What follows belongs to an exercise in optimizing a design on an open flow for small area, a short achievable clock period and few clock cycles; a production flow would make more cautious choices.
Where RTL was checked, it was by simulation tests only, not by an equivalence proof against the original.
No functional check of the RTL was part of runs 5 and 6.
No activity file was given, so power comes from the tool's default toggle rates.

==> design/flow/design.v <==
module rk_gpio (
    input              clk,
    input              rst,
    input              cmd_valid,
    output             cmd_ready,
    input      [31:0]  cmd_desc,
    input      [31:0]  cmd_data,
    output             rsp_valid,
    output     [2:0]   rsp_status,
    output     [31:0]  rsp_data,
    output             disp_valid,
    output     [7:0]   disp_irq,
    output             disp_exit,
    input      [63:0]  pad_in,
    output     [63:0]  pad_out,
    output     [63:0]  pad_oe,
    output     [63:0]  pull_en,
    output     [1:0]   bank_irq
);
    localparam ST_OK = 3'd0, ST_RANGE = 3'd1, ST_TRIG = 3'd2, ST_PULL = 3'd3,
               ST_MALFORMED = 3'd5, ST_INVREG = 3'd6, ST_GATED = 3'd7;
    wire [7:0]  op  = cmd_desc[31:24];
    wire [3:0]  fa  = cmd_desc[23:20];
    wire [3:0]  fz  = cmd_desc[19:16];
    wire [15:0] pin = cmd_desc[15:0];
    wire [7:0]  fb  = cmd_desc[15:8];
    wire [7:0]  fr  = cmd_desc[7:0];
    wire o_rd   = (op == 8'h01), o_wr  = (op == 8'h02), o_sb  = (op == 8'h03);
    wire o_wm   = (op == 8'h04) | (op == 8'h05);
    wire o_sdir = (op == 8'h10), o_slev = (op == 8'h11), o_glev = (op == 8'h12);
    wire o_pull = (op == 8'h13), o_trig = (op == 8'h14), o_req  = (op == 8'h15);
    wire o_toirq = (op == 8'h16);
    wire o_ien  = (op == 8'h20), o_idis = (op == 8'h21), o_iack = (op == 8'h22);
    wire o_wake = (op == 8'h23);
    wire o_dmx  = (op == 8'h30), o_susp = (op == 8'h40), o_res  = (op == 8'h41);
    wire o_reg  = o_rd | o_wr | o_sb;
    wire o_pin  = o_sdir | o_slev | o_glev | o_pull | o_trig | o_req | o_toirq |
                  o_ien | o_idis | o_iack | o_wake;
    wire known  = o_reg | o_wm | o_pin | o_dmx | o_susp | o_res;
    wire flag_a = o_sb | o_sdir | o_slev | o_wake;
    wire code_a = o_pull | o_trig | o_wm;
    wire hi_nz  = |pin[15:6];                             
    wire b_bad  = |fb[7:1];                               
    wire r_bad  = (|fr[7:4]) | (fr[3] & (|fr[2:0]));      
    wire z_ok   = (fz == 4'd0);
    wire a0     = (fa == 4'd0);
    wire a01    = ~(|fa[3:1]);
    wire p_ok   = z_ok & ~hi_nz;
    wire mal1 = ~known;
    wire mal2 = ~z_ok | (flag_a & ~a01) | (~flag_a & ~code_a & ~a0) | (o_wm & (fa >= 4'd3));
    wire mal3 = (o_dmx & (|fr)) | ((o_susp | o_res) & (|pin));
    wire inv  = (o_reg & (b_bad | r_bad)) | o_wm | (o_dmx & b_bad);
    wire rng  = o_pin & hi_nz;
    wire pul  = o_pull & (fa != 4'd0) & (fa != 4'd3);
    wire trg  = o_trig & (fa > 4'd4);
    wire a_rdok = o_rd & z_ok & a0 & ~b_bad;
    wire a_wrok = ((o_wr & a0) | (o_sb & a01)) & z_ok & ~b_bad;
    wire a_reg  = (a_rdok | a_wrok) & ~r_bad;
    wire a_sdir = o_sdir & p_ok & a01;
    wire a_slev = o_slev & p_ok & a01;
    wire a_glev = o_glev & p_ok & a0;
    wire a_pull = o_pull & p_ok & ((fa == 4'd0) | (fa == 4'd3));
    wire a_trig = o_trig & p_ok & (fa <= 4'd4);
    wire a_toirq = o_toirq & p_ok & a0;
    wire a_ien  = (o_ien | o_idis) & p_ok & a0;
    wire a_iack = o_iack & p_ok & a0;
    wire a_wake = o_wake & p_ok & a01;
    wire a_dmx  = o_dmx & z_ok & a0 & (fr == 8'd0) & ~b_bad;
    wire a_susp = o_susp & z_ok & a0 & (pin == 16'd0);
    wire a_res  = o_res & z_ok & a0 & (pin == 16'd0);
    wire [31:0] a_pm = 32'd1 << pin[4:0];
    reg        ready_q;          
    reg        v_q;              
    reg [1:0]  v_b;              
    reg        c_mal1, c_mal2, c_mal3, c_inv, c_rng, c_pul, c_trg;
    reg        c_rgok;           
    reg        c_pgok;           
    reg [7:0]  c_rd;             
    reg [8:0]  c_w;              
    reg        c_wall;           
    reg        c_glev, c_toirq, c_dmx, c_susp, c_res;
    reg        c_bank;
    reg        c_v, c_vity, c_vipl, c_vtm, c_cm;
    reg [31:0] dm;               
    wire        ld;              
    always @(posedge clk) begin
        if (ld) begin
            c_mal1  <= mal1;
            c_mal2  <= mal2;
            c_mal3  <= mal3;
            c_inv   <= inv;
            c_rng   <= rng;
            c_pul   <= pul;
            c_trg   <= trg;
            c_rgok  <= a_reg;
            c_pgok  <= a_sdir | a_slev | a_glev | a_pull | a_trig | a_ien | a_iack;
            c_rd    <= {8{a_rdok}} & {fr == 8'd8, fr == 8'd6, fr == 8'd5, fr == 8'd4,
                                      fr == 8'd3, fr == 8'd2, fr == 8'd1, fr == 8'd0};
            c_w     <= {a_wake, a_trig,
                        (a_wrok & (fr == 8'd7)) | a_iack,
                        (a_wrok & (fr == 8'd8)) | a_pull,
                        (a_wrok & (fr == 8'd5)) | a_trig,
                        (a_wrok & (fr == 8'd4)) | a_trig,
                        (a_wrok & (fr == 8'd3)) | a_ien,
                        (a_wrok & (fr == 8'd1)) | a_slev,
                        (a_wrok & (fr == 8'd0)) | a_sdir | a_trig};
            c_wall  <= o_wr;
            c_glev  <= a_glev;
            c_toirq <= a_toirq;
            c_dmx   <= a_dmx;
            c_susp  <= a_susp;
            c_res   <= a_res;
            c_bank  <= o_pin ? pin[5] : fb[0];
            c_v     <= ~o_trig & (o_ien | (~o_idis & fa[0]));    
            c_vity  <= o_reg ? fa[0] : (fa[2] | fa[1]);
            c_vipl  <= o_reg ? fa[0] : (fa[1] ^ fa[0]);
            c_vtm   <= fa[2];
            c_cm    <= o_wr | fa[0] | o_iack;
            dm      <= o_reg ? cmd_data : o_toirq ? {25'd0, 1'b1, pin[5:0]} : a_pm;
        end
    end
    reg [63:0] dir, dr, inten, inttype, intpol, pull, tmask, wake, saved, latch;
    reg [1:0]  clk_on;
    reg [63:0] env_q;            
    reg [63:0] s_prev;           
    reg [1:0]  sup;              
    reg        rst_q;            
    reg        eng_act;          
    reg        eng_bank, eng_acked;
    reg [4:0]  eng_ptr;          
    reg        rsp_v;
    reg [2:0]  rsp_st;
    reg [31:0] rsp_d;            
    reg        dsp_v, dsp_x;
    reg [5:0]  dsp_i;
    reg [1:0]  birq_q;
    wire [63:0] pad = (dir & dr) | (~dir & env_q);
    wire [63:0] s   = ~(pad ^ intpol);
    wire [63:0] con = {{32{clk_on[1] & ~sup[1]}}, {32{clk_on[0] & ~sup[0]}}};
    wire [63:0] lte = latch | (con & inten & inttype & ~s_prev & s);
    wire [63:0] isr = inten & ((inttype & lte) | (~inttype & s));
    wire go    = v_q & ~eng_act;
    wire bon   = c_bank ? clk_on[1] : clk_on[0];       
    wire gchk  = c_rgok | c_pgok | c_dmx;
    wire gated = (gchk & ~bon) | (c_susp & ~(&clk_on));
    wire [2:0] ex_st = (c_mal1 | c_mal2 | c_mal3) ? ST_MALFORMED : c_inv ? ST_INVREG :
                       c_rng ? ST_RANGE : c_pul ? ST_PULL : c_trg ? ST_TRIG :
                       gated ? ST_GATED : ST_OK;
    wire x_dmx = go & c_dmx & bon;
    wire        rq = rst_q;
    wire [31:0] md    = {32{c_wall | rq}} | dm;                   
    wire [31:0] ce    = ({32{c_cm}} & dm) | {32{rq}};             
    wire [31:0] V_sh  = {32{~rq}} & (c_wall ? dm : {32{c_v}});
    wire [31:0] V_ity = {32{~rq}} & (c_wall ? dm : {32{c_vity}});
    wire        dbank = eng_act ? eng_bank : c_bank;
    wire [31:0] b_isr = c_bank ? isr[63:32] : isr[31:0];
    wire [31:0] ilr_s = dbank ? inttype[63:32] : inttype[31:0];
    reg  [31:0] below;
    integer k;
    always @* for (k = 0; k < 32; k = k + 1) below[k] = (k < eng_ptr);
    wire [31:0] cand   = eng_act ? (rsp_d & below) : b_isr;
    wire        dmx_go = x_dmx | eng_act;
    wire [31:0] t_any [0:5];
    wire [31:0] t_mul [0:5];
    wire [31:0] t_ex  [0:5];
    wire [4:0]  t_ix  [0:5][0:31];
    genvar g, h;
    generate
        for (h = 0; h < 32; h = h + 1) begin : leaf
            assign t_any[0][h] = cand[h];
            assign t_mul[0][h] = 1'b0;
            assign t_ex[0][h]  = ilr_s[h];
            assign t_ix[0][h]  = 5'd0;
        end
        for (g = 1; g <= 5; g = g + 1) begin : lvl
            for (h = 0; h < (32 >> g); h = h + 1) begin : node
                wire aH = t_any[g-1][2*h+1], aL = t_any[g-1][2*h];
                assign t_any[g][h] = aH | aL;
                assign t_mul[g][h] = t_mul[g-1][2*h+1] | t_mul[g-1][2*h] | (aH & aL);
                assign t_ex[g][h]  = aH ? t_ex[g-1][2*h+1] : t_ex[g-1][2*h];
                assign t_ix[g][h]  = aH ? (t_ix[g-1][2*h+1] | (5'd1 << (g-1))) : t_ix[g-1][2*h];
            end
            for (h = (32 >> g); h < 32; h = h + 1) begin : pad0
                assign t_any[g][h] = 1'b0;
                assign t_mul[g][h] = 1'b0;
                assign t_ex[g][h]  = 1'b0;
                assign t_ix[g][h]  = 5'd0;
            end
        end
    endgenerate
    wire       any   = t_any[5][0];
    wire       multi = t_mul[5][0];
    wire [4:0] top   = t_ix[5][0];
    wire       top_x = t_ex[5][0];
    wire [1:0] bsel = {c_bank & clk_on[1], ~c_bank & clk_on[0]};
    wire [1:0] r_dir = {2{c_rd[0]}} & bsel;
    wire [1:0] r_dr  = {2{c_rd[1]}} & bsel;
    wire [1:0] r_pad = {2{c_rd[2]}} & bsel;
    wire [1:0] r_ien = {2{c_rd[3]}} & bsel;
    wire [1:0] r_ity = {2{c_rd[4]}} & bsel;
    wire [1:0] r_ipl = {2{c_rd[5]}} & bsel;
    wire [1:0] r_isr = {2{c_rd[6] | c_dmx}} & bsel;
    wire [1:0] r_pul = {2{c_rd[7]}} & bsel;
    wire [1:0] r_lev = {2{c_glev}} & bsel;
    reg  [31:0] rval;
    reg         glev;
    integer j;
    always @* begin
        rval = 32'd0;
        glev = 1'b0;
        for (j = 0; j < 2; j = j + 1) begin
            rval = rval | ({32{r_dir[j]}} & dir[j*32 +: 32]) | ({32{r_dr[j]}} & dr[j*32 +: 32]) |
                          ({32{r_pad[j]}} & pad[j*32 +: 32]) | ({32{r_ien[j]}} & inten[j*32 +: 32]) |
                          ({32{r_ity[j]}} & inttype[j*32 +: 32]) | ({32{r_ipl[j]}} & intpol[j*32 +: 32]) |
                          ({32{r_isr[j]}} & isr[j*32 +: 32]) | ({32{r_pul[j]}} & pull[j*32 +: 32]);
            glev = glev | (r_lev[j] & (|(pad[j*32 +: 32] & dm)));
        end
    end
    wire [31:0] ex_d = rval | ({32{c_toirq}} & dm) | {31'd0, glev};
    wire [63:0] n_dir, n_dr, n_inten, n_inttype, n_intpol, n_pull, n_tmask,
                n_wake, n_saved, n_latch;
    wire [1:0]  n_clk_on, n_sup;
    generate
        for (g = 0; g < 2; g = g + 1) begin : gb
            wire sel   = v_b[g] & ~eng_act;
            wire gsel  = sel & clk_on[g];                 
            wire w_dir = (gsel & c_w[0]) | rq;
            wire w_dr  = (gsel & c_w[1]) | rq;
            wire w_ien = (gsel & c_w[2]) | rq;
            wire w_ity = (gsel & c_w[3]) | rq;
            wire w_ipl = (gsel & c_w[4]) | rq;
            wire w_pul = (gsel & c_w[5]) | rq;
            wire w_clr = (gsel & c_w[6]) | rq;
            wire w_tm  = (gsel & c_w[7]) | rq;
            wire w_wk  = (sel  & c_w[8]) | rq;
            wire susp  = go & c_susp & clk_on[g];
            wire res   = go & c_res;
            wire dmx   = x_dmx & (c_bank == g);
            wire [31:0] q_dir = dir[g*32 +: 32],   q_dr  = dr[g*32 +: 32];
            wire [31:0] q_ien = inten[g*32 +: 32], q_ity = inttype[g*32 +: 32];
            wire [31:0] q_ipl = intpol[g*32 +: 32], q_pul = pull[g*32 +: 32];
            wire [31:0] q_tm  = tmask[g*32 +: 32], q_wk  = wake[g*32 +: 32];
            wire [31:0] q_sv  = saved[g*32 +: 32], q_lte = lte[g*32 +: 32];
            wire [31:0] q_pad = pad[g*32 +: 32],   q_isr = isr[g*32 +: 32];
            wire [31:0] q_env = env_q[g*32 +: 32];
            wire [31:0] m_dir = {32{w_dir}} & md;
            wire [31:0] m_dr  = {32{w_dr}}  & md;
            wire [31:0] m_ien = {32{w_ien}} & md;
            wire [31:0] m_ity = {32{w_ity}} & md;
            wire [31:0] m_ipl = {32{w_ipl}} & md;
            wire [31:0] m_pul = {32{w_pul}} & md;
            wire [31:0] m_tm  = {32{w_tm}}  & md;
            wire [31:0] m_wk  = {32{w_wk}}  & md;
            wire [31:0] m_dmx = {32{dmx}} & q_isr & q_tm;
            wire [31:0] clr   = {32{w_clr}} & ce;
            wire [31:0] V_ipl = {32{~rq}} & (c_wall ? dm : c_vtm ? ~q_env : {32{c_vipl}});
            wire [31:0] d_icm = (m_ipl & V_ipl) | (~m_ipl & q_ipl);
            assign n_dir[g*32 +: 32]     = (m_dir & V_sh)  | (~m_dir & q_dir);
            assign n_dr[g*32 +: 32]      = (m_dr  & V_sh)  | (~m_dr  & q_dr);
            assign n_inttype[g*32 +: 32] = (m_ity & V_ity) | (~m_ity & q_ity);
            assign n_intpol[g*32 +: 32]  = (m_dmx & ~q_pad) | (~m_dmx & d_icm);
            assign n_pull[g*32 +: 32]    = (m_pul & V_sh)  | (~m_pul & q_pul);
            assign n_tmask[g*32 +: 32]   = (m_tm & {32{c_vtm & ~rq}}) | (~m_tm & q_tm);
            assign n_wake[g*32 +: 32]    = (m_wk & V_sh) | (~m_wk & q_wk);
            assign n_inten[g*32 +: 32]   = susp ? q_wk :
                                           res  ? (q_sv | (q_isr & q_wk)) :
                                                  ((m_ien & V_sh) | (~m_ien & q_ien));
            assign n_saved[g*32 +: 32]   = (susp | rq) ? (q_ien & {32{~rq}}) : q_sv;
            assign n_latch[g*32 +: 32]   = ~clr & q_lte;
            assign n_clk_on[g] = rq | res | (susp ? (|q_wk) : clk_on[g]);
            assign n_sup[g]    = dmx;
        end
    endgenerate
    wire v_n   = ready_q ? cmd_valid : (v_q & ~go);
    wire bank_n = ld ? (o_pin ? pin[5] : fb[0]) : c_bank;
    wire eng_n = dmx_go & multi;
    assign ld  = ~(eng_act & v_q);
    always @(posedge clk) begin
        env_q  <= pad_in;
        s_prev <= s;
        rst_q  <= rst;
        birq_q <= {|isr[63:32], |isr[31:0]};
        dir <= n_dir;  dr <= n_dr;  inten <= n_inten;  inttype <= n_inttype;
        intpol <= n_intpol;  pull <= n_pull;  tmask <= n_tmask;  wake <= n_wake;
        saved <= n_saved;  latch <= n_latch;  clk_on <= n_clk_on;  sup <= n_sup;
        if (!eng_act) begin
            rsp_st <= ex_st;
            rsp_d  <= ex_d;
        end
        dsp_x  <= top_x & ~(eng_act & eng_acked);
        dsp_i  <= {dbank, top};
        if (dmx_go) begin
            eng_bank  <= dbank;
            eng_ptr   <= top;
            eng_acked <= (eng_act & eng_acked) | top_x;
        end
        if (rst) begin
            ready_q <= 1'b1;
            v_q     <= 1'b0;
            v_b     <= 2'b00;
            eng_act <= 1'b0;
            rsp_v   <= 1'b0;
            dsp_v   <= 1'b0;
        end else begin
            v_q     <= v_n;
            v_b     <= {v_n & bank_n, v_n & ~bank_n};
            eng_act <= eng_n;
            ready_q <= ~(eng_n & v_n);
            rsp_v   <= (go & ~(x_dmx & multi)) | (eng_act & ~multi);
            dsp_v   <= dmx_go & any;
        end
    end
    assign cmd_ready  = ready_q;
    assign rsp_valid  = rsp_v;
    assign rsp_status = rsp_st;
    assign rsp_data   = rsp_d;
    assign disp_valid = dsp_v;
    assign disp_irq   = {2'b01, dsp_i};
    assign disp_exit  = dsp_x;
    assign pad_out    = dr;
    assign pad_oe     = dir;
    assign pull_en    = pull;
    assign bank_irq   = birq_q;
endmodule
==> design/flow/flow/run.sh <==
#!/bin/bash
# The standard layout (the standard.sh, unchanged synthesis), with a timing
# repair target below the clock period, port buffers that are plain buffers,
# and cell sizing not held to the same footprint.
set -euo pipefail
bash standard.sh synth > synth.log 2>&1
bash standard.sh SETUP_SLACK_MARGIN=6.6 MATCH_CELL_FOOTPRINT=0 \
    "BUFFER_PORTS_ARGS=-buffer_cell sky130_fd_sc_hd__buf_1" finish > layout.log 2>&1
==> design/flow/standard.sh <==
#!/bin/bash
# synth_recipe.tcl (not shown) runs the flow's synth.tcl, then flattens the netlist and writes it again
# the make line also repeats each setting of config.mk as NAME=value (left out here)
make -C /OpenROAD-flow-scripts/flow DESIGN_CONFIG=/design/flow/config.mk WORK_HOME=/design/flow/orfs CLKGATE_MAP_FILE= SYNTH_SCRIPT=/design/flow/synth_recipe.tcl "${@:-finish}"
==> design/flow/config.mk <==
export PLATFORM = sky130hd
export DESIGN_NAME = rk_gpio
export DESIGN_NICKNAME = rk_gpio
export VERILOG_FILES = /design/flow/design.v
export SDC_FILE = /design/flow/constraint.sdc
export NUM_CORES = 8
export LEC_CHECK = 0
export CAP_MARGIN = 10
export CORE_MARGIN = 2
export CORE_UTILIZATION = 50
export CTS_BUF_LIST = sky130_fd_sc_hd__clkbuf_16
export CTS_CLUSTER_DIAMETER = 100
export CTS_CLUSTER_SIZE = 20
export SLEW_MARGIN = 10
==> design/flow/constraint.sdc <==
create_clock -name core_clock -period 10.0 [get_ports {clk}]
set_input_delay 2.0000 -clock core_clock [delete_from_list [all_inputs] [get_ports {clk}]]
set_output_delay 2.0000 -clock core_clock [all_outputs]
set_load 0.01 [all_outputs]
==> impl_metrics.yaml, run 1 <==
critical_path:
  arrival_ns: 3.96
  cp_max_fo: 35
  critical_path_class: "flip-flop to flip-flop"
  startpoint_type: "flip-flop"
  required_ns: 10.51
  crit_path_end_kind: "flip-flop"
clock_tree:
  clk_pin_slew_worst_paths_ns: 0.10
  root_buffer: "clkbuf_16"
  cts_buffers: 52
  htree_levels: 2
  cts_tree: "built"
  clock-sinks: 901
  postCtsHoldBufs: 0
  clock_latency_ns: 0.69
  clockBufferDepth: 3
route:
  routed_wl_um: 218000
  dr_total_vias: 42812
  ant_nets: 0
  drt_iter0_drc: 7897
  drc_errors: 0
  drt_first_pass_iters: 7
  viasPerCell: 7.30
  avgRoutedWirePerCell_um: 37.2
global_routing:
  first_global_vias: 39005
  grt_remaining_overflow: 0
  grt_util_all_layers_pct: 46.3
  grt_pass1_wl_um: 297000
  grt_max_degree: 85
  antenna_found_initial: 18
finish:
  mostFrequentLayoutCells: "edfxtp_1, nor2_1, o21ai_0"
  postLayoutCellArea_um2: 49900
  final_nets: 4769
  nFillCells: 7915
  final_common_cell: "edfxtp_1"
  synthToLayoutAreaGrowth_pct: 12.1
  drive_gt1_share_pct: 10.7
placed_design:
  place.gp.congestion: 1.03
  post_dp_cell_area_um2: 47200
  port_buffers: 369
  hpwl_um: 145000
synthesis:
  synth_edf_count: 687
  ys_seq_area_share_pct: 56.0
  synth_flop_cell: "edfxtp_1"
  yosys_warnings: 1
  syn_area_per_cell_um2: 10.1
  synthArstFlopShare_pct: 0
  ys_types: 104
  synth_seq_cells: 901
  syn_inst: 4393
  mappedNetlistArea_um2: 44500
  synth_fp_nets: 4526
floorplan:
  rows: 109
  dieArea_um2: 91400
  die_h_um: 302
  pin_count: 372
  coreArea_um2: 88200
  die_x_um: 302
  start_util_pct: 50.4
status:
  status: "no timing/DRC/antenna violations"
sta:
  final-hold-violation-count: 0
  fin_crit_sh_pct: 34.5
  grt_setup_unrepaired: "yes"
  worst_slew_pin_slew_ns: 1.35
  skew_ns: 0.0383
  finalSetupTns_ns: 0
  slew-limit-headroom_pct: 8.95
  setup_viol: 0
  drv_slew: 0
  max_freq_mhz: 290
  final.min_clock_period_ns: 3.45
power_and_ir_drop:
  cellLeakagePower_uw: 0.0174
  ir_worst_vdd_v: 0.000134
  powerDensity_nw_per_um2: 155
worst_hold_path:
  hold_class: "flip-flop to flip-flop"
run:
  cap_violations: 0
-- worst max-delay path: stages, from the launching register on --
cell	delay, ns
dfxtp_4	0.37
buf_8	0.17
clkinvlp_4	0.22
buf_12	0.35
and3_2	0.57
and3b_2	0.66
buf_4	0.50
nand4_1	0.15
o21ai_0	0.14
-- worst paths after layout --
path                                     startpoint             to  slack, ns  cells past startpoint
worst max register to register   eng_act$_SDFF_PP0_      flip-flop       6.55                      8
worst max-delay path             eng_act$_SDFF_PP0_      flip-flop       6.55                      8
worst min-delay path            eng_acked$_DFFE_PP_  dsp_x$_DFF_P_       0.48                      1
worst min register to register  eng_acked$_DFFE_PP_  dsp_x$_DFF_P_       0.48                      1
-- layer usage --
metal | GRT usage, % | routed length (um) | vias to the layer above
met5 | 0 | 60 | -
met4 | 28.9 | 17000 | 6
met3 | 14.2 | 32800 | 887
met2 | 67.1 | 90600 | 4002
met1 | 60.7 | 77600 | 20848
li1 | - | - | 17069
-- where the power goes --
part	total, uW	leakage [uW]	switching (uW)	internal (uW)
combinational	1020	0.00775	713	303
clock	2330	0.000890	1350	975
sequential	4400	0.00874	178	4220
-- cells by family (layout without fill, tap and decap cells) --
kind of cell               Yosys count  after routing  share of synthesized area (%)
buffers and inverters              432            717                           3.78
AOI/OAI and AO/OA                 1424           1424                           20.7
other                                2             21                         0.0169
DFF                                901            901                           56.0
and+or+nand+nor                   1465           1467                           15.6
muxes                              102            102                           2.52
xor gates and xnor gates            64             64                           1.29
adders and majority gates            3              3                         0.0787
-- repair_timing --
action,4_1_cts,5_1_grt
gates resized for setup,46,55
setup endpoints to repair,609,233
buffers inserted,49,19
pin swaps,16,10
gates cloned,2,0
-- synth_stat cells, drive strengths merged, types with 22 or more instances --
master / instances / share of area (%)
edfxtp: 687 / 46
nor2: 595 / 5.0
o21ai: 424 / 4.8
a21oi: 376 / 4.2
clkbuf: 295 / 2.5
nand2: 224 / 1.9
dfxtp: 214 / 9.6
a22oi: 181 / 3.1
nand3: 117 / 1.3
nand4: 114 / 1.6
nor3: 103 / 1.2
nor2b: 92 / 1.3
inv: 87 / 0.73
mux2: 63 / 1.6
xnor2: 59 / 1.2
o22ai: 58 / 0.82
buf: 49 / 0.55
and3: 47 / 0.66
a221oi: 45 / 1.1
and2: 38 / 0.53
mux2i: 38 / 0.85
a21o: 37 / 0.63
a41oi: 37 / 0.73
nor4: 35 / 0.51
a22o: 33 / 0.65
a222oi: 31 / 0.70
nand2b: 30 / 0.44
or2: 25 / 0.36
a21bo: 22 / 0.49
-- metrics by stage --
stage | cells | hold slack, ns | power [uW] | utilization, % | worst slack [ns]
floorplan | 4393 | 0.430 | 4940 | - | 6.43
global placement | 5676 | 0.456 | 5380 | 53.4 | 5.49
detailed placement | 5676 | 0.458 | 5380 | 53.4 | 5.39
CTS | 5825 | 0.476 | 7640 | 56.0 | 6.47
global route | 5845 | 0.491 | 7870 | 56.5 | 6.51
finish | 5864 | 0.477 | 7740 | 56.6 | 6.55
-- layout make-up --
| class | instances | area, um2 | share of cell area (%) |
|---|---|---|---|
| sequential | 901 | 24900 | 50.0 |
| clock buffer | 53 | 1330 | 2.66 |
| antenna | 19 | 47.5 | 0.0953 |
| multi-input combinational | 3062 | 18700 | 37.5 |
| clock inverter | 45 | 206 | 0.414 |
| inverter | 88 | 338 | 0.677 |
| timing repair buffer | 531 | 2900 | 5.81 |
| tap | 1165 | 1460 | 2.92 |
Testbench counts, summed over its fixed seeds: cycles 5,593.
==> inputs of run 2 (changes only) <==
--- a/design/flow/flow/run.sh
+++ b/design/flow/flow/run.sh
@@ -5,4 +5,4 @@
 set -euo pipefail
 bash standard.sh synth > synth.log 2>&1
-bash standard.sh SETUP_SLACK_MARGIN=6.6 MATCH_CELL_FOOTPRINT=0 \
+bash standard.sh SETUP_SLACK_MARGIN=6.7 MATCH_CELL_FOOTPRINT=0 \
     "BUFFER_PORTS_ARGS=-buffer_cell sky130_fd_sc_hd__buf_1" finish > layout.log 2>&1
==> run 2 against run 1 <==
Still clean. Non-clock buffer count up 87. Flip-flop and latch count unchanged. Clock skew down 0.0074 ns. Sequential share of layout area down 0.48 points. Area after synthesis unchanged. Via count up 0.27%. Register-to-register slack better by 0.06 ns. Utilization up 0.58 points. Final area up 1.0%. Worst setup slack better by 0.039 ns. Sequential power about the same. Critical path type is now flip-flop to primary output.
==> impl_metrics.yaml, run 2 <==
global_routing:
  first_global_vias: 39339
  grt_pass1_wl_um: 297000
  grt_util_all_layers_pct: 46.1
  grt_max_degree: 81
  grt_remaining_overflow: 0
  antenna_found_initial: 16
finish:
  mostFrequentLayoutCells: "edfxtp_1, nor2_1, o21ai_0"
  nFillCells: 7913
  fin_util_pct: 57.2
  synthToLayoutAreaGrowth_pct: 13.3
  final_nets: 4854
  stdcell_count: 5936
  drive_gt1_share_pct: 13.1
  regArea_um2: 24900
  multi_input_area_um2: 18800
  final_common_cell: "edfxtp_1"
synthesis:
  synth_seq_cells: 901
  ys_seq_area_share_pct: 56.0
  yosys_warnings: 1
  yosysTopAreaCell: "edfxtp_1"
  synth_edf_count: 687
  synth_area_leaders: "edfxtp_1, dfxtp_1, nor2_1, o21ai_0, a21oi_1"
  synth.most_common_cell: "edfxtp_1"
  synth_fp_nets: 4526
  synth_top_area_share_pct: 46.3
  synthArstFlopShare_pct: 0
  syn_inst: 4393
  syn_area_per_cell_um2: 10.1
  synth_common_cells: "edfxtp_1, nor2_1, o21ai_0"
  synth_flop_cell: "edfxtp_1"
  ys_types: 104
  mappedNetlistArea_um2: 44500
run:
  cap_violations: 0
route:
  avgRoutedWirePerCell_um: 36.7
  viasPerCell: 7.23
  dr_total_vias: 42927
  ant_nets: 0
  drt_first_pass_iters: 9
  drt_iter0_drc: 7359
  drc_errors: 0
  routed_wl_um: 218000
power_and_ir_drop:
  powerDensity_nw_per_um2: 153
  ir_worst_vdd_v: 0.000150
  power.total_uw: 7730
  cellLeakagePower_uw: 0.0179
critical_path:
  critical_path_class: "flip-flop to primary output"
  startpoint_type: "flip-flop"
  cp_max_fo: 2
  crit_family: "flip-flops"
  arrival_ns: 1.41
  path_cells: "buf_1"
  crit_buf_inv: 1
  required_ns: 8.00
  crit_path_end_kind: "primary output"
  crit_path_top_delay_cell: "edfxtp_1"
  cpPeakStageDelay_ns: 0.55
sta:
  setup_viol: 0
  skew_ns: 0.0310
  grt_setup_unrepaired: "yes"
  drv_slew: 0
  final.min_clock_period_ns: 3.41
  slew-limit-headroom_pct: 10.1
  max_freq_mhz: 293
  fin_crit_sh_pct: 34.1
  final-hold-violation-count: 0
  finalSetupTns_ns: 0
  worst_slew_pin_slew_ns: 1.34
clock_tree:
  clock_latency_ns: 0.67
  htree_levels: 2
  root_buffer: "clkbuf_16"
  postCtsHoldBufs: 0
  clk_pin_slew_worst_paths_ns: 0.10
  clock-sinks: 901
  clockBufferDepth: 3
  cts_buffers: 51
  cts_tree: "built"
status:
  status: "no timing/DRC/antenna violations"
placed_design:
  hpwl_um: 148000
  placed_cells: 5680
  place.gp.congestion: 1.03
  port_buffers: 369
floorplan:
  die_h_um: 302
  rows: 109
  pin_count: 372
  coreArea_um2: 88200
  dieArea_um2: 91400
  die_x_um: 302
  start_util_pct: 50.4
worst_hold_path:
  hold_class: "flip-flop to flip-flop"
[run 2: cell counts after synthesis]
No cell type changed its count.
[run 2: logic make-up (layout without fill, tap and decap cells)]
group / after synthesis / after routing / share of synthesized area (%)
other: 2 / 10 / 0.0169
XOR/XNOR: 64 / 64 / 1.29
flip-flops: 901 / 901 / 56.0
multiplexers: 102 / 102 / 2.52
buffers and inverters: 432 / 801 / 3.78
AND/OR/NAND/NOR: 1465 / 1466 / 15.6
adder cells (fa/ha/maj): 3 / 3 / 0.0787
AO/OA/AOI/OAI: 1424 / 1424 / 20.7
[run 2: routing by layer]
layer / share of wire (%) / wire length, um / GRT usage, %
met2: 41 / 89300 / 66.1
met1: 36 / 79400 / 61.8
met4: 7.1 / 15400 / 25.5
met5: 0.039 / 85 / 0.104
met3: 15 / 33700 / 14.8
[run 2: layout make-up]
class	count	share of cell area [%]
multi-input cells	3061	37.2
diodes	8	0.0397
clock buffers	53	2.63
flip-flops and latches	901	49.5
well taps	1165	2.89
repair buffers	618	6.75
inverters	88	0.662
clock inverters	42	0.337
[run 2: worst reg2reg max path, stage by stage (launching register included)]
cell	delay [ns]
dfxtp_4	0.46
clkinvlp_4	0.11
clkbuf_8	0.38
and3_2	0.50
a21oi_4	0.86
buf_4	0.55
o21ai_0	0.24
[run 2: power by group]
| part | switching (uW) | leakage (uW) | internal (uW) |
|---|---|---|---|
| sequential | 175 | 0.00874 | 4220 |
| combinational | 716 | 0.00824 | 315 |
| clock | 1340 | 0.000874 | 965 |
[run 2: metrics by stage]
step | area, um2 | setup slack, ns | hold slack, ns
final | 50400 | 6.59 | 0.471
after global routing | 50400 | 6.61 | 0.509
after CTS | 49400 | 6.61 | 0.466
after detailed placement | 47200 | 5.58 | 0.460
after global placement | 47200 | 5.72 | 0.451
after floorplan | 44600 | 6.43 | 0.430
[run 2: worst paths after layout]
check,startpoint,endpoint,slack [ns],cells after the start
worst max-delay path,rsp_d[0]$_DFFE_PN_,rsp_data[0],6.59,1
worst min-delay path,eng_acked$_DFFE_PP_,dsp_x$_DFF_P_,0.47,1
worst max register to register,eng_act$_SDFF_PP0_,flip-flop,6.61,6
worst min register to register,eng_acked$_DFFE_PP_,dsp_x$_DFF_P_,0.47,1
[run 2: what timing repair did]
action	4_1_cts	5_1_grt
gates resized for setup	68	92
endpoints found under the setup margin	805	212
cloned	1	0
setup buffers	68	83
pin swaps	12	27
==> inputs of run 3 (changes only) <==
--- a/design/flow/config.mk
+++ b/design/flow/config.mk
@@ -11,4 +11,4 @@
 export CTS_BUF_LIST = sky130_fd_sc_hd__clkbuf_16
 export CTS_CLUSTER_DIAMETER = 100
-export CTS_CLUSTER_SIZE = 20
+export CTS_CLUSTER_SIZE = 24
 export SLEW_MARGIN = 10
==> run 3 against run 2 <==
Still clean. Maximum frequency down 0.36%. Clock skew shrank 0.0030 ns. Worst setup slack got worse by 0.012 ns. Cell count grew 0.66%. Via count up 0.25%. Non-clock buffer count up 47. Final area grew 0.60%. Combinational power barely moved. Power shrank 0.41%. Wire length rose by 0.34%. Global-route usage rose by 0.074 points. Die area unchanged. Largest cell class unchanged.
==> impl_metrics.yaml, run 3 <==
status:
  status: "no timing/DRC/antenna violations"
route:
  ant_nets: 0
  drt_iter0_drc: 7572
  viasPerCell: 7.20
  dr_total_vias: 43034
  routed_wl_um: 218000
  drt_first_pass_iters: 9
  avgRoutedWirePerCell_um: 36.6
  drc_errors: 0
synthesis:
  synth_top_area_share_pct: 46.3
  synthMuxAreaShare_pct: 2.52
  synth_edf_count: 687
  synthArstFlopShare_pct: 0
  syn_area_per_cell_um2: 10.1
  synth_area_leaders: "edfxtp_1, dfxtp_1, nor2_1, o21ai_0, a21oi_1"
  yosys.area_share.simple_pct: 15.6
  syn_inst: 4393
  synth_top_family_by_area: "compound AO/OA/AOI/OAI gates"
  synth-xor-area-share_pct: 1.29
  mappedNetlistArea_um2: 44500
  yosys.area_share.adder_pct: 0.0787
  ys_types: 104
  yosys_warnings: 1
  synth-compound-area-share_pct: 20.7
  synth_common_cells: "edfxtp_1, nor2_1, o21ai_0"
  synth_flop_cell: "edfxtp_1"
  synth_seq_cells: 901
  synth_fp_nets: 4526
  yosysTopAreaCell: "edfxtp_1"
  synth.most_common_cell: "edfxtp_1"
  ys_seq_area_share_pct: 56.0
placed_design:
  port_buffers: 369
  hpwl_um: 148000
  place.gp.congestion: 1.03
  pre_cts_ws_ns: 5.58
  placed_cells: 5680
sta:
  grt_setup_unrepaired: "yes"
  setup_viol: 0
  final-hold-violation-count: 0
  worst_slack_ns: 6.58
  skew_ns: 0.0279
  final.min_clock_period_ns: 3.42
  slew-limit-headroom_pct: 12.3
  worst_slew_pin_slew_ns: 1.31
  fin_crit_sh_pct: 34.2
  drv_slew: 0
  max_freq_mhz: 292
  finalSetupTns_ns: 0
  whs_ns: 0.478
clock_tree:
  cts_buffers: 46
  clockBufferDepth: 3
  clk_pin_slew_worst_paths_ns: 0.11
  clock_latency_ns: 0.68
  cts_tree: "built"
  htree_levels: 2
  root_buffer: "clkbuf_16"
  clock-sinks: 901
floorplan:
  die_h_um: 302
  pin_count: 372
  rows: 109
  dieArea_um2: 91400
  coreArea_um2: 88200
  die_x_um: 302
  start_util_pct: 50.4
critical_path:
  cp_max_fo: 2
  r2r_setup_slack_ns: 6.60
  crit_buf_inv: 1
  crit_path_end_kind: "primary output"
  cpPeakStageDelay_ns: 0.55
  path_cells: "buf_1"
  crit_family: "flip-flops"
  arrival_ns: 1.42
  startpoint_type: "flip-flop"
  crit_path_top_delay_cell: "edfxtp_1"
  required_ns: 8.00
  critical_path_class: "flip-flop to primary output"
power_and_ir_drop:
  powerDensity_nw_per_um2: 152
  cellLeakagePower_uw: 0.0181
  ir_worst_vdd_v: 0.000168
global_routing:
  grt_pass1_wl_um: 297000
  grt_max_degree: 81
  first_global_vias: 39175
  grt_remaining_overflow: 0
  grt_util_all_layers_pct: 46.2
  antenna_found_initial: 12
finish:
  nFillCells: 7879
  stdcell_count: 5975
  regArea_um2: 25000
  final_nets: 4896
  synthToLayoutAreaGrowth_pct: 14.0
  final_common_cell: "edfxtp_1"
  multi_input_area_um2: 18800
  drive_gt1_share_pct: 14.2
  mostFrequentLayoutCells: "edfxtp_1, nor2_1, o21ai_0"
worst_hold_path:
  hold_class: "flip-flop to flip-flop"
run:
  cap_violations: 0
run 3: cell count changes in the layout (fill, tap and decap cells not counted), sizes merged:
cell | previous run | this run
inv | 127 | 119
diode | 8 | 10
clkinv | 2 | 4
buf | 597 | 629
clkbuf | 74 | 85
run 3: cells by family after synthesis:
logic type,count (synthesis)
and+or+nand+nor,1465
xor gates and xnor gates,64
AOI/OAI and AO/OA,1424
buffers and inverters,432
other,2
DFF,901
adders and majority gates,3
muxes,102
run 3: power by group:
part           switching (uW)  leakage [uW]  internal (uW)  total [uW]
Clock                    1350      0.000799            913        2260
Sequential                173       0.00874           4220        4390
Combinational             721       0.00852            325        1050
run 3: final timing paths:
path / start / to / cells after the start
max: rsp_d[0]$_DFFE_PN_ / rsp_data[0] / 1
min: eng_acked$_DFFE_PP_ / dsp_x$_DFF_P_ / 1
max reg2reg: c_bank$_DFF_P_ / rsp_d[15]$_DFFE_PN_ / 8
min reg2reg: eng_acked$_DFFE_PP_ / dsp_x$_DFF_P_ / 1
run 3: stage by stage:
stage / util, % / cell area [um2] / total power (uW)
5_1_grt: 57.5 / 50700 / 7840
6_report: 57.5 / 50700 / 7700
2_1_floorplan: - / 44600 / 4940
3_5_place_dp: 53.4 / 47200 / 5390
3_3_place_gp: 53.4 / 47200 / 5380
4_1_cts: 56.1 / 49500 / 7570
run 3: repair_timing:
| action | CTS | global route |
|---|---|---|
| buffers inserted | 86 | 113 |
| hold buffers | 0 | 0 |
| gates cloned | 1 | 0 |
| pin swaps | 12 | 32 |
| gates resized for setup | 68 | 106 |
| endpoints found under the setup margin | 825 | 267 |
run 3: layer usage:
layer | wire [um] | share of wire [%] | global-route usage, %
met5 | 158 | 0.072 | 0.259
met4 | 15500 | 7.1 | 25.8
met3 | 32800 | 15 | 13.7
met2 | 90100 | 41 | 66.3
met1 | 80000 | 37 | 62.4
run 3: final cells by class:
cell class / count / share of cell area (%)
antenna: 10 / 0.0493
clock buffer: 49 / 2.42
tap: 1165 / 2.87
clock inverter: 36 / 0.392
inverter: 88 / 0.659
multi-input combinational: 3061 / 37.0
sequential: 901 / 49.2
timing repair buffer: 665 / 7.43
==> inputs of run 4 (changes only) <==
--- a/design/flow/config.mk
+++ b/design/flow/config.mk
@@ -8,7 +8,7 @@
 export CAP_MARGIN = 10
 export CORE_MARGIN = 2
-export CORE_UTILIZATION = 50
+export CORE_UTILIZATION = 55
 export CTS_BUF_LIST = sky130_fd_sc_hd__clkbuf_16
 export CTS_CLUSTER_DIAMETER = 100
-export CTS_CLUSTER_SIZE = 24
+export CTS_CLUSTER_SIZE = 20
 export SLEW_MARGIN = 10
==> run 4 against run 3 <==
Synthesized cell count unchanged. Flip-flop and latch count unchanged. Sequential share of layout area is 0.56 points higher. Still clean.
==> impl_metrics.yaml, run 4 <==
finish:
  drive_gt1_share_pct: 12.3
  final_nets: 4808
  mostFrequentLayoutCells: "edfxtp_1, nor2_1, o21ai_0"
  postLayoutCellArea_um2: 50100
  fin_util_pct: 62.5
  final_common_cell: "edfxtp_1"
  synthToLayoutAreaGrowth_pct: 12.6
critical_path:
  crit_path_end_kind: "primary output"
  crit_path_top_delay_cell: "edfxtp_1"
  cpPeakStageDelay_ns: 0.58
  rr_endpoint: "eng_acked$_DFFE_PP_"
  endpoint: "rsp_data[30]"
  cp_max_fo: 2
  cp_num_cells: 1
  arrival_ns: 1.45
  critical_path_class: "flip-flop to primary output"
  crit_family: "flip-flops"
  r2r_setup_slack_ns: 6.60
  critical_path.reg2reg.startpoint: "eng_ptr[0]$_DFFE_PP_"
  required_ns: 8.00
  r2r_cells: 11
  path_cells: "clkbuf_2"
  cp-startpoint: "rsp_d[30]$_DFFE_PN_"
  crit_buf_inv: 1
  startpoint_type: "flip-flop"
global_routing:
  grt_pass1_wl_um: 289000
  grt_max_degree: 103
  grt_remaining_overflow: 0
  use_met2_pct: 69.5
  antenna_found_initial: 13
  grt_use_met1_pct: 64.5
  grt_util_all_layers_pct: 49.4
  busiest_layer: "met2"
  first_global_vias: 38956
  grt_util_met3_pct: 16.9
power_and_ir_drop:
  powerDensity_nw_per_um2: 154
  power.total_uw: 7740
  ir_worst_vdd_v: 0.000148
  cellLeakagePower_uw: 0.0177
clock_tree:
  cts_tree: "built"
  clockBufferDepth: 3
  root_buffer: "clkbuf_16"
  clock-sinks: 901
  clk_pin_slew_worst_paths_ns: 0.10
  cts_buffers: 51
  clock_latency_ns: 0.67
  htree_levels: 2
route:
  viasPerCell: 7.42
  ant_nets: 0
  routed_wl_um: 212000
  dr_total_vias: 42917
  avgRoutedWirePerCell_um: 36.7
  drt_iter0_drc: 8267
  drc_errors: 0
  drt_first_pass_iters: 9
synthesis:
  mappedNetlistArea_um2: 44500
  syn_area_per_cell_um2: 10.1
  synth_edf_count: 687
  synthArstFlopShare_pct: 0
  synth_flop_cell: "edfxtp_1"
  synth_common_cells: "edfxtp_1, nor2_1, o21ai_0"
  synth_fp_nets: 4526
  synth_top_area_share_pct: 46.3
  ys_seq_area_share_pct: 56.0
  synth.most_common_cell: "edfxtp_1"
  synth_area_leaders: "edfxtp_1, dfxtp_1, nor2_1, o21ai_0, a21oi_1"
  yosysTopAreaCell: "edfxtp_1"
  synth_seq_cells: 901
  yosys_warnings: 1
  ys_types: 104
  syn_inst: 4393
sta:
  max_freq_mhz: 290
  final-hold-violation-count: 0
  setup_viol: 0
  slew-limit-headroom_pct: 12.6
  drv_slew: 0
  grt_setup_unrepaired: "yes"
  worst_slew_pin_slew_ns: 1.31
  finalSetupTns_ns: 0
  skew_ns: 0.0355
  fin_crit_sh_pct: 34.5
  final.min_clock_period_ns: 3.45
placed_design:
  place.gp.congestion: 1.06
  hpwl_um: 139000
  post_dp_cell_area_um2: 46900
  port_buffers: 369
run:
  cap_violations: 0
worst_hold_path:
  hold_class: "flip-flop to flip-flop"
floorplan:
  dieArea_um2: 83200
  coreArea_um2: 80300
  pin_count: 372
  start_util_pct: 55.4
  die_x_um: 288
  rows: 104
  die_h_um: 288
status:
  status: "no timing/DRC/antenna violations"
[run 4: cell types whose count changed in the layout (fill, tap and decap cells not counted), sizes merged]
cell / before / now
clkinv: 4 / 1
clkbuf: 85 / 79
clkinvlp: 1 / 2
bufinv: 0 / 1
diode: 10 / 9
inv: 119 / 124
buf: 629 / 546
a21oi: 376 / 377
[run 4: power by group]
part / switching (uW) / internal [uW] / leakage (uW)
registers: 169 / 4220 / 0.00874
logic: 720 / 308 / 0.00803
clock network: 1320 / 1000 / 0.000883
[run 4: final cells by class]
type	count	area, um2
inverters	88	340
multi-input cells	3062	18800
repair buffers	571	3160
fillers	6840	30100
clock inverters	40	181
flip-flops and latches	901	24900
diodes	9	22.5
well taps	1060	1330
clock buffers	54	1350
[run 4: per-stage QoR]
stage	hold slack, ns	setup WS (ns)	std cells
floorplan	0.430	6.43	4393
global placement	0.449	5.81	5563
detailed placement	0.451	5.64	5563
CTS	0.463	6.61	5735
global route	0.516	6.57	5777
finish	0.477	6.55	5785
[run 4: kinds of logic after synthesis]
family | synth area share [%]
XOR/XNOR | 1.29
buffers and inverters | 3.78
other | 0.0169
adder cells (fa/ha/maj) | 0.0787
AND/OR/NAND/NOR | 15.6
AO/OA/AOI/OAI | 20.7
flip-flops | 56.0
multiplexers | 2.52
[run 4: how the worst min path moves through the flow]
stage | startpoint | to | slack [ns] | depth (start not counted)
after floorplan | eng_acked$_DFFE_PP_ | dsp_x$_DFF_P_ | 0.43 | 1
after global placement | eng_acked$_DFFE_PP_ | dsp_x$_DFF_P_ | 0.45 | 1
final | eng_acked$_DFFE_PP_ | dsp_x$_DFF_P_ | 0.48 | 1
after detailed placement | eng_acked$_DFFE_PP_ | dsp_x$_DFF_P_ | 0.45 | 1
after global routing | eng_acked$_DFFE_PP_ | dsp_x$_DFF_P_ | 0.52 | 1
after CTS | eng_acked$_DFFE_PP_ | dsp_x$_DFF_P_ | 0.46 | 1
[run 4: layer usage]
layer	vias up	part of all wire, %	routed length [um]
li1	17142	-	-
met1	20377	34	72500
met2	4310	40	85800
met3	1070	17	35200
met4	18	8.8	18700
met5	-	0.066	141
[run 4: repair_timing]
item / in CTS / in global routing
gates cloned: 3 / 1
hold buffers: 0 / 0
buffers inserted: 75 / 40
resized for setup: 72 / 94
endpoints found under the setup margin: 782 / 226
pin swaps: 13 / 18
==> inputs of run 5 (changes only) <==
--- a/design/flow/design.v
+++ b/design/flow/design.v
@@ -124,7 +124,7 @@
     reg [63:0] env_q;            
     reg [63:0] s_prev;           
-    reg [1:0]  sup;              
     reg        rst_q;            
     reg        eng_act;          
+    reg        eng_idle;         
     reg        eng_bank, eng_acked;
     reg [4:0]  eng_ptr;          
@@ -137,6 +137,5 @@
     wire [63:0] pad = (dir & dr) | (~dir & env_q);
     wire [63:0] s   = ~(pad ^ intpol);
-    wire [63:0] con = {{32{clk_on[1] & ~sup[1]}}, {32{clk_on[0] & ~sup[0]}}};
-    wire [63:0] lte = latch | (con & inten & inttype & ~s_prev & s);
+    wire [63:0] lte = latch | (inten & inttype & ~s_prev & s);
     wire [63:0] isr = inten & ((inttype & lte) | (~inttype & s));
     wire go    = v_q & ~eng_act;
@@ -220,8 +219,8 @@
     wire [63:0] n_dir, n_dr, n_inten, n_inttype, n_intpol, n_pull, n_tmask,
                 n_wake, n_saved, n_latch;
-    wire [1:0]  n_clk_on, n_sup;
+    wire [1:0]  n_clk_on, no_edge;
     generate
         for (g = 0; g < 2; g = g + 1) begin : gb
-            wire sel   = v_b[g] & ~eng_act;
+            wire sel   = v_b[g] & eng_idle;
             wire gsel  = sel & clk_on[g];                 
             wire w_dir = (gsel & c_w[0]) | rq;
@@ -269,5 +268,5 @@
             assign n_latch[g*32 +: 32]   = ~clr & q_lte;
             assign n_clk_on[g] = rq | res | (susp ? (|q_wk) : clk_on[g]);
-            assign n_sup[g]    = dmx;
+            assign no_edge[g]  = dmx | ~clk_on[g];
         end
     endgenerate
@@ -278,10 +277,10 @@
     always @(posedge clk) begin
         env_q  <= pad_in;
-        s_prev <= s;
+        s_prev <= s | {{32{no_edge[1]}}, {32{no_edge[0]}}};
         rst_q  <= rst;
         birq_q <= {|isr[63:32], |isr[31:0]};
         dir <= n_dir;  dr <= n_dr;  inten <= n_inten;  inttype <= n_inttype;
         intpol <= n_intpol;  pull <= n_pull;  tmask <= n_tmask;  wake <= n_wake;
-        saved <= n_saved;  latch <= n_latch;  clk_on <= n_clk_on;  sup <= n_sup;
+        saved <= n_saved;  latch <= n_latch;  clk_on <= n_clk_on;
         if (!eng_act) begin
             rsp_st <= ex_st;
@@ -300,4 +299,5 @@
             v_b     <= 2'b00;
             eng_act <= 1'b0;
+            eng_idle <= 1'b1;
             rsp_v   <= 1'b0;
             dsp_v   <= 1'b0;
@@ -306,4 +306,5 @@
             v_b     <= {v_n & bank_n, v_n & ~bank_n};
             eng_act <= eng_n;
+            eng_idle <= ~eng_n;
             ready_q <= ~(eng_n & v_n);
             rsp_v   <= (go & ~(x_dmx & multi)) | (eng_act & ~multi);
--- a/design/flow/flow/run.sh
+++ b/design/flow/flow/run.sh
@@ -5,4 +5,4 @@
 set -euo pipefail
 bash standard.sh synth > synth.log 2>&1
-bash standard.sh SETUP_SLACK_MARGIN=6.7 MATCH_CELL_FOOTPRINT=0 \
+bash standard.sh SETUP_SLACK_MARGIN=6.5 MATCH_CELL_FOOTPRINT=0 \
     "BUFFER_PORTS_ARGS=-buffer_cell sky130_fd_sc_hd__buf_1" finish > layout.log 2>&1
--- a/design/flow/config.mk
+++ b/design/flow/config.mk
@@ -8,5 +8,5 @@
 export CAP_MARGIN = 10
 export CORE_MARGIN = 2
-export CORE_UTILIZATION = 55
+export CORE_UTILIZATION = 50
 export CTS_BUF_LIST = sky130_fd_sc_hd__clkbuf_16
 export CTS_CLUSTER_DIAMETER = 100
==> run 5 against run 4 <==
Worst hold slack better by 0.0015 ns. Register-to-register slack worse by 0.21 ns. Count of clock-buffer cells in the layout is 3 lower. Utilization is 6.8 points lower. Synthesized cell count is 4.9% higher. Area after synthesis is 1.9% higher. Power is 0.56% higher. Global-route usage is 2.6 points lower. Die area is 12% higher. Via count is 3.5% higher. Sequential share of layout area hardly changed. Maximum frequency is 4.6% lower. Largest cell class unchanged.
==> impl_metrics.yaml, run 5 <==
finish:
  final_nets: 4943
  final_common_cell: "edfxtp_1"
  mostFrequentLayoutCells: "edfxtp_1, nor2_1, o21ai_0"
  nFillCells: 8308
  synthToLayoutAreaGrowth_pct: 10.5
  stdcell_count: 6044
  drive_gt1_share_pct: 8.45
power_and_ir_drop:
  powerDensity_nw_per_um2: 155
  ir_worst_vdd_v: 0.000140
  p_sw_share_pct: 29.7
  pwr-share-comb_pct: 13.6
  power_switching_uw: 2310
  power.internal_uw: 5470
  cellLeakagePower_uw: 0.0178
  power.total_uw: 7780
  clkPwrFrac_pct: 29.4
  p_seq_share_pct: 56.9
synthesis:
  synth_area_leaders: "edfxtp_1, dfxtp_1, o21ai_0, nor2_1, a21oi_1"
  synth_flop_cell: "edfxtp_1"
  synth_edf_count: 687
  synth_fp_nets: 4743
  yosys_warnings: 1
  synth_common_cells: "edfxtp_1, nor2_1, o21ai_0"
  synthArstFlopShare_pct: 0
  syn_area_per_cell_um2: 9.84
  yosysTopAreaCell: "edfxtp_1"
  synth_top_area_share_pct: 45.5
  mappedNetlistArea_um2: 45400
  syn_inst: 4610
  synth.most_common_cell: "edfxtp_1"
  ys_seq_area_share_pct: 54.9
  ys_types: 102
  synth_seq_cells: 900
clock_tree:
  clk_pin_slew_worst_paths_ns: 0.10
  root_buffer: "clkbuf_16"
  clock-sinks: 900
  cts_tree: "built"
  postCtsHoldBufs: 0
  clockBufferDepth: 3
  htree_levels: 2
  clock_latency_ns: 0.71
  cts_buffers: 51
floorplan:
  coreArea_um2: 90000
  die_h_um: 305
  rows: 110
  pin_count: 372
  dieArea_um2: 93200
  die_x_um: 305
  start_util_pct: 50.4
sta:
  skew_ns: 0.0345
  worst_slew_pin_slew_ns: 1.42
  worst_slack_ns: 6.39
  drv_slew: 0
  final.min_clock_period_ns: 3.61
  fin_crit_sh_pct: 36.1
  whs_ns: 0.478
  max_freq_mhz: 277
  final-hold-violation-count: 0
  grt_setup_unrepaired: "yes"
  slew-limit-headroom_pct: 4.55
  finalSetupTns_ns: 0
  setup_viol: 0
status:
  status: "no timing/DRC/antenna violations"
route:
  routed_wl_um: 225000
  ant_nets: 0
  drt_iter0_drc: 8215
  avgRoutedWirePerCell_um: 37.3
  dr_total_vias: 44413
  viasPerCell: 7.35
  drc_errors: 0
  drt_first_pass_iters: 10
critical_path:
  startpoint_type: "flip-flop"
  critical_path_class: "flip-flop to flip-flop"
  required_ns: 10.53
  crit_path_end_kind: "flip-flop"
  r2r_cells: 7
  critical_path.reg2reg.startpoint: "eng_act$_SDFF_PP0_"
  arrival_ns: 4.14
  r2r_setup_slack_ns: 6.39
  cp_max_fo: 27
global_routing:
  grt_remaining_overflow: 0
  first_global_vias: 39981
  grt_util_all_layers_pct: 46.7
  antenna_found_initial: 18
  grt_pass1_wl_um: 307000
  grt_max_degree: 90
placed_design:
  place.gp.congestion: 1.08
  hpwl_um: 149000
  placed_cells: 5905
  port_buffers: 369
  pre_cts_ws_ns: 5.55
run:
  cap_violations: 0
worst_hold_path:
  holdCritStartpoint: "latch[62]$_DFF_P_"
  hold_depth: 1
  hold_class: "flip-flop to flip-flop"
  worstHoldEndpoint: "latch[62]$_DFF_P_"
==> run 5: cell count changes in the layout (fill, tap and decap cells not counted), sizes merged, moves of 22 or more <==
cell / before / now
nand2: 224 / 396
o22a: 0 / 60
a21bo: 22 / 0
nor2b: 92 / 66
a21boi: 6 / 33
buf: 546 / 497
inv: 124 / 152
a21oi: 377 / 313
a22oi: 181 / 138
nor3: 103 / 160
nand3b: 5 / 28
a41oi: 37 / 0
clkbuf: 79 / 53
mux2i: 38 / 76
==> run 5: layout make-up <==
type / instances / area (um2) / area share, %
diodes: 16 / 40.0 / 0.0799
clock inverters: 44 / 189 / 0.377
inverters: 111 / 419 / 0.836
clock buffers: 51 / 1280 / 2.55
repair buffers: 499 / 2410 / 4.80
flip-flops and latches: 900 / 24900 / 49.7
well taps: 1176 / 1470 / 2.94
multi-input cells: 3247 / 19400 / 38.7
==> run 5: worst max path at each step <==
stage | startpoint | to | cells past startpoint
after CTS | eng_act$_SDFF_PP0_ | eng_ptr[0]$_DFFE_PP_ | 11
after detailed placement | cmd_desc[28] | dm[31]$_DFFE_PN_ | 8
final | eng_act$_SDFF_PP0_ | flip-flop | 7
after global placement | cmd_desc[28] | dm[31]$_DFFE_PN_ | 8
after floorplan | cmd_desc[17] | c_pgok$_DFFE_PN_ | 7
after global routing | cmd_desc[17] | c_pgok$_DFFE_PN_ | 8
==> run 5: what timing repair did <==
item	4_1_cts	5_1_grt
setup endpoints to repair	96	73
gates resized for setup	26	55
pin swaps	1	10
endpoints found under the hold margin	0	0
gates cloned	1	0
setup buffers	7	19
==> run 5: metal layers <==
layer | up-vias | routed length (um) | GRT usage, % | part of all wire (%)
li1 | 17665 | - | - | -
met1 | 21321 | 78000 | 59.5 | 35
met2 | 4353 | 89700 | 64.7 | 40
met3 | 1056 | 38000 | 18.8 | 17
met4 | 18 | 19600 | 32.4 | 8.7
met5 | - | 133 | 0.672 | 0.059
==> run 5: per-stage QoR <==
stage,instance area [um2],utilization (%)
after floorplan,45400,-
after global placement,48000,53.4
after detailed placement,48000,53.4
after CTS,49700,55.2
after global routing,50100,55.6
final,50100,55.7
==> run 5: cell families after synthesis <==
family                     after synthesis  synth area share (%)
and+or+nand+nor                       1670                  17.2
DFF                                    900                  54.9
other                                    2                0.0166
AOI/OAI and AO/OA                     1367                  19.3
xor gates and xnor gates                67                  1.29
muxes                                  138                  3.32
buffers and inverters                  464                  3.95
adders and majority gates                2                0.0551
==> run 5: power groups by stage <==
stage / clock network [uW] / logic, uW / registers, uW
2_1_floorplan: 0 / 563 / 4430
3_3_place_gp: 0 / 968 / 4500
5_1_grt: 2380 / 1090 / 4440
4_1_cts: 2270 / 989 / 4410
6_report: 2290 / 1060 / 4430
3_5_place_dp: 0 / 977 / 4500
==> run 5: critical path: stages, from the launching register on <==
cell and delay, ns:
dfxtp_4 0.42, inv_2 0.36, buf_4 0.73, nand3_1 0.95, buf_4 0.59, nor2_1 0.15
o21ai_0 0.09, o21ai_0 0.12
==> inputs of run 6 (changes only) <==
--- a/design/flow/design.v
+++ b/design/flow/design.v
@@ -139,5 +139,5 @@
     wire [63:0] lte = latch | (inten & inttype & ~s_prev & s);
     wire [63:0] isr = inten & ((inttype & lte) | (~inttype & s));
-    wire go    = v_q & ~eng_act;
+    wire go    = v_q & eng_idle;
     wire bon   = c_bank ? clk_on[1] : clk_on[0];       
     wire gchk  = c_rgok | c_pgok | c_dmx;
--- a/design/flow/config.mk
+++ b/design/flow/config.mk
@@ -6,5 +6,5 @@
 export NUM_CORES = 8
 export LEC_CHECK = 0
-export CAP_MARGIN = 10
+export CAP_MARGIN = 15
 export CORE_MARGIN = 2
 export CORE_UTILIZATION = 50
@@ -12,3 +12,3 @@
 export CTS_CLUSTER_DIAMETER = 100
 export CTS_CLUSTER_SIZE = 20
-export SLEW_MARGIN = 10
+export SLEW_MARGIN = 15
==> run 6 against run 5 <==
Largest power group unchanged. First-iteration DRC count fell by 9.8%. Largest cell class unchanged. Worst hold slack got worse by 0.016 ns. Sequential share of layout area fell by 0.088 points. Combinational power barely moved. Non-clock buffer count rose by 6.
==> impl_metrics.yaml, run 6 <==
worst_hold_path:
  hold_class: "flip-flop to flip-flop"
  holdCritStartpoint: "latch[62]$_DFF_P_"
clock_tree:
  clockBufferDepth: 3
  htree_levels: 2
  cts_buffers: 51
  clk_pin_slew_worst_paths_ns: 0.09
  clock-sinks: 900
  root_buffer: "clkbuf_16"
  cts_tree: "built"
  clock_latency_ns: 0.71
sta:
  skew_ns: 0.0276
  slew-limit-headroom_pct: 6.83
  grt_setup_unrepaired: "yes"
  worst_slew_pin_slew_ns: 1.39
  final.min_clock_period_ns: 3.62
  drv_slew: 0
  fin_crit_sh_pct: 36.2
  finalSetupTns_ns: 0
  final-hold-violation-count: 0
  setup_viol: 0
  max_freq_mhz: 276
synthesis:
  mappedNetlistArea_um2: 45200
  synth_flop_cell: "edfxtp_1"
  synth.most_common_cell: "edfxtp_1"
  synthArstFlopShare_pct: 0
  synth_fp_nets: 4697
  syn_inst: 4564
  synth_edf_count: 687
  ys_seq_area_share_pct: 55.1
  synth_seq_cells: 900
  ys_types: 100
  synth_top_area_share_pct: 45.7
  syn_area_per_cell_um2: 9.90
  yosysTopAreaCell: "edfxtp_1"
  synth_area_leaders: "edfxtp_1, dfxtp_1, o21ai_0, nor2_1, nand2_1"
  synth_common_cells: "edfxtp_1, nor2_1, nand2_1"
  yosys_warnings: 1
run:
  cap_violations: 0
finish:
  mostFrequentLayoutCells: "edfxtp_1, nor2_1, nand2_1"
  stdcell_count: 6007
  synthToLayoutAreaGrowth_pct: 11.1
  final_nets: 4909
  final_common_cell: "edfxtp_1"
  fin_util_pct: 55.9
  nFillCells: 8247
  drive_gt1_share_pct: 8.99
critical_path:
  crit_path_end_kind: "flip-flop"
  crit_path_top_delay_cell: "or4_4"
  critical_path_class: "flip-flop to flip-flop"
  cpPeakStageDelay_ns: 0.60
  critical_path.reg2reg.startpoint: "eng_ptr[2]$_DFFE_PP_"
  crit_family: "compound AO/OA/AOI/OAI gates"
  startpoint_type: "flip-flop"
  arrival_ns: 4.22
  cp-startpoint: "eng_ptr[2]$_DFFE_PP_"
  required_ns: 10.60
  cp_max_fo: 5
  path_cells: "buf_4 -> o21a_1 -> o211ai_1 -> o31a_1 -> a21boi_1 -> o22ai_1 -> a2111oi_1 -> nand4_1 -> or4_4 -> o41ai_2"
  crit_buf_inv: 1
placed_design:
  hpwl_um: 153000
  place.gp.congestion: 1.08
  placed_cells: 5860
  port_buffers: 369
floorplan:
  die_h_um: 305
  dieArea_um2: 92800
  rows: 110
  coreArea_um2: 89700
  start_util_pct: 50.3
  pin_count: 372
  die_x_um: 305
global_routing:
  antenna_found_initial: 15
  first_global_vias: 40442
  grt_remaining_overflow: 0
  grt_pass1_wl_um: 311000
  grt_util_all_layers_pct: 47.5
  grt_max_degree: 103
route:
  viasPerCell: 7.30
  avgRoutedWirePerCell_um: 37.9
  ant_nets: 0
  drt_first_pass_iters: 7
  drt_iter0_drc: 7414
  dr_total_vias: 43878
  drc_errors: 0
  routed_wl_um: 227000
power_and_ir_drop:
  power.total_uw: 7850
  powerDensity_nw_per_um2: 156
  cellLeakagePower_uw: 0.0179
  ir_worst_vdd_v: 0.000131
status:
  status: "no timing/DRC/antenna violations"
[run 6: changes by cell type in the layout (fill, tap and decap cells not counted), moves of 12 or more]
cell / change
o21ai_0: +22
nor3_1: -63
inv_1: -22
nand4_1: -12
a22o_1: +23
nand2_1: +67
o22ai_1: -17
a21oi_1: -49
and2_1: +17
a22oi_1: +14
[run 6: per-layer routing]
layer  track usage, %  wire length [um]
met5            0.310               115
met4             34.1             20600
met3             15.3             34100
met2             68.3             93300
met1             60.4             79400
[run 6: layout make-up]
cell class	count	area [um2]	share of cell area (%)
timing repair buffer	505	2480	4.95
sequential	900	24900	49.6
antenna	13	32.5	0.0648
tap	1176	1470	2.93
clock inverter	42	198	0.394
multi-input combinational	3231	19500	38.8
inverter	87	330	0.658
clock buffer	53	1330	2.64
[run 6: kinds of logic after synthesis]
kind of cell    synth area share [%]
other cells                   0.0166
xor+xnor                        1.32
buf+inv                         3.72
mux                             3.47
flops                           55.1
fa+ha+maj                     0.0997
simple gates                    16.7
compound gates                  19.6
[run 6: per-stage QoR]
step | hold WS [ns] | cell area, um2 | worst slack, ns
finish | 0.462 | 50200 | 6.38
global route | 0.483 | 50200 | 6.32
CTS | 0.460 | 49800 | 6.49
detailed placement | 0.443 | 47800 | 5.53
global placement | 0.440 | 47800 | 5.52
floorplan | 0.428 | 45200 | 6.45
[run 6: timing repair]
action	CTS	global route
pin swaps	8	6
gates cloned	2	0
setup buffers	23	11
resized for setup	57	46
setup endpoints to repair	106	62
hold buffers	0	0
[run 6: worst paths after layout]
check | slack (ns) | cells after the start | end
max | 6.38 | 10 | rsp_v$_SDFF_PP0_
min | 0.46 | 2 | latch[62]$_DFF_P_
max reg2reg | 6.38 | 10 | rsp_v$_SDFF_PP0_
min reg2reg | 0.46 | 2 | latch[62]$_DFF_P_
[run 6: worst register-to-register path, cell delays in order, from the launching register on]
cell	delay (ns)
edfxtp_1	0.42
buf_4	0.18
o21a_1	0.20
o211ai_1	0.45
o31a_1	0.36
a21boi_1	0.34
o22ai_1	0.12
a2111oi_1	0.38
nand4_1	0.15
or4_4	0.60
o41ai_2	0.33
[run 6: power breakdown]
group          total (uW)  leakage, uW  switching [uW]  internal [uW]
sequential           4430      0.00870             198           4230
clock                2340     0.000882            1350            991
combinational        1090      0.00832             771            316

-- what the ideal ports hide --
The flow's constraints put no driver on any port. The routed layouts listed below were extracted and timed again, unchanged, in two steps. Step 1 assumes that a clkbuf_16 drives the clock port and a buf_2 every other input. Step 2 times the ports against the registers' clock, not the clock port: input delays grow and output delays shrink by t, the midpoint of the rising clock arrivals with the driver on. a / b / c = no drivers / after step 1 / after step 2; a / b = the first two.
run	t, ns	setup WS [ns]	worst setup path at the end	cell pins on the clock port's net
run 1	0.738	6.552 / 6.487 / 6.011	input to register	1
run 2	0.726	6.591 / 6.516 / 6.130	input to register	1
run 3	0.738	6.579 / 6.505 / 6.117	input to register	1
run 4	0.726	6.552 / 6.475 / 6.123	input to register	1
run 5	0.769	6.387 / 6.387 / 5.774	input to register	1
run 6	0.766	6.375 / 6.375 / 5.931	input to register	1
After both steps every run listed still meets setup and hold. For run 5, which loses most, drivers alone change the setup slack by 0.000 ns; drivers and shift together by -0.613 ns.
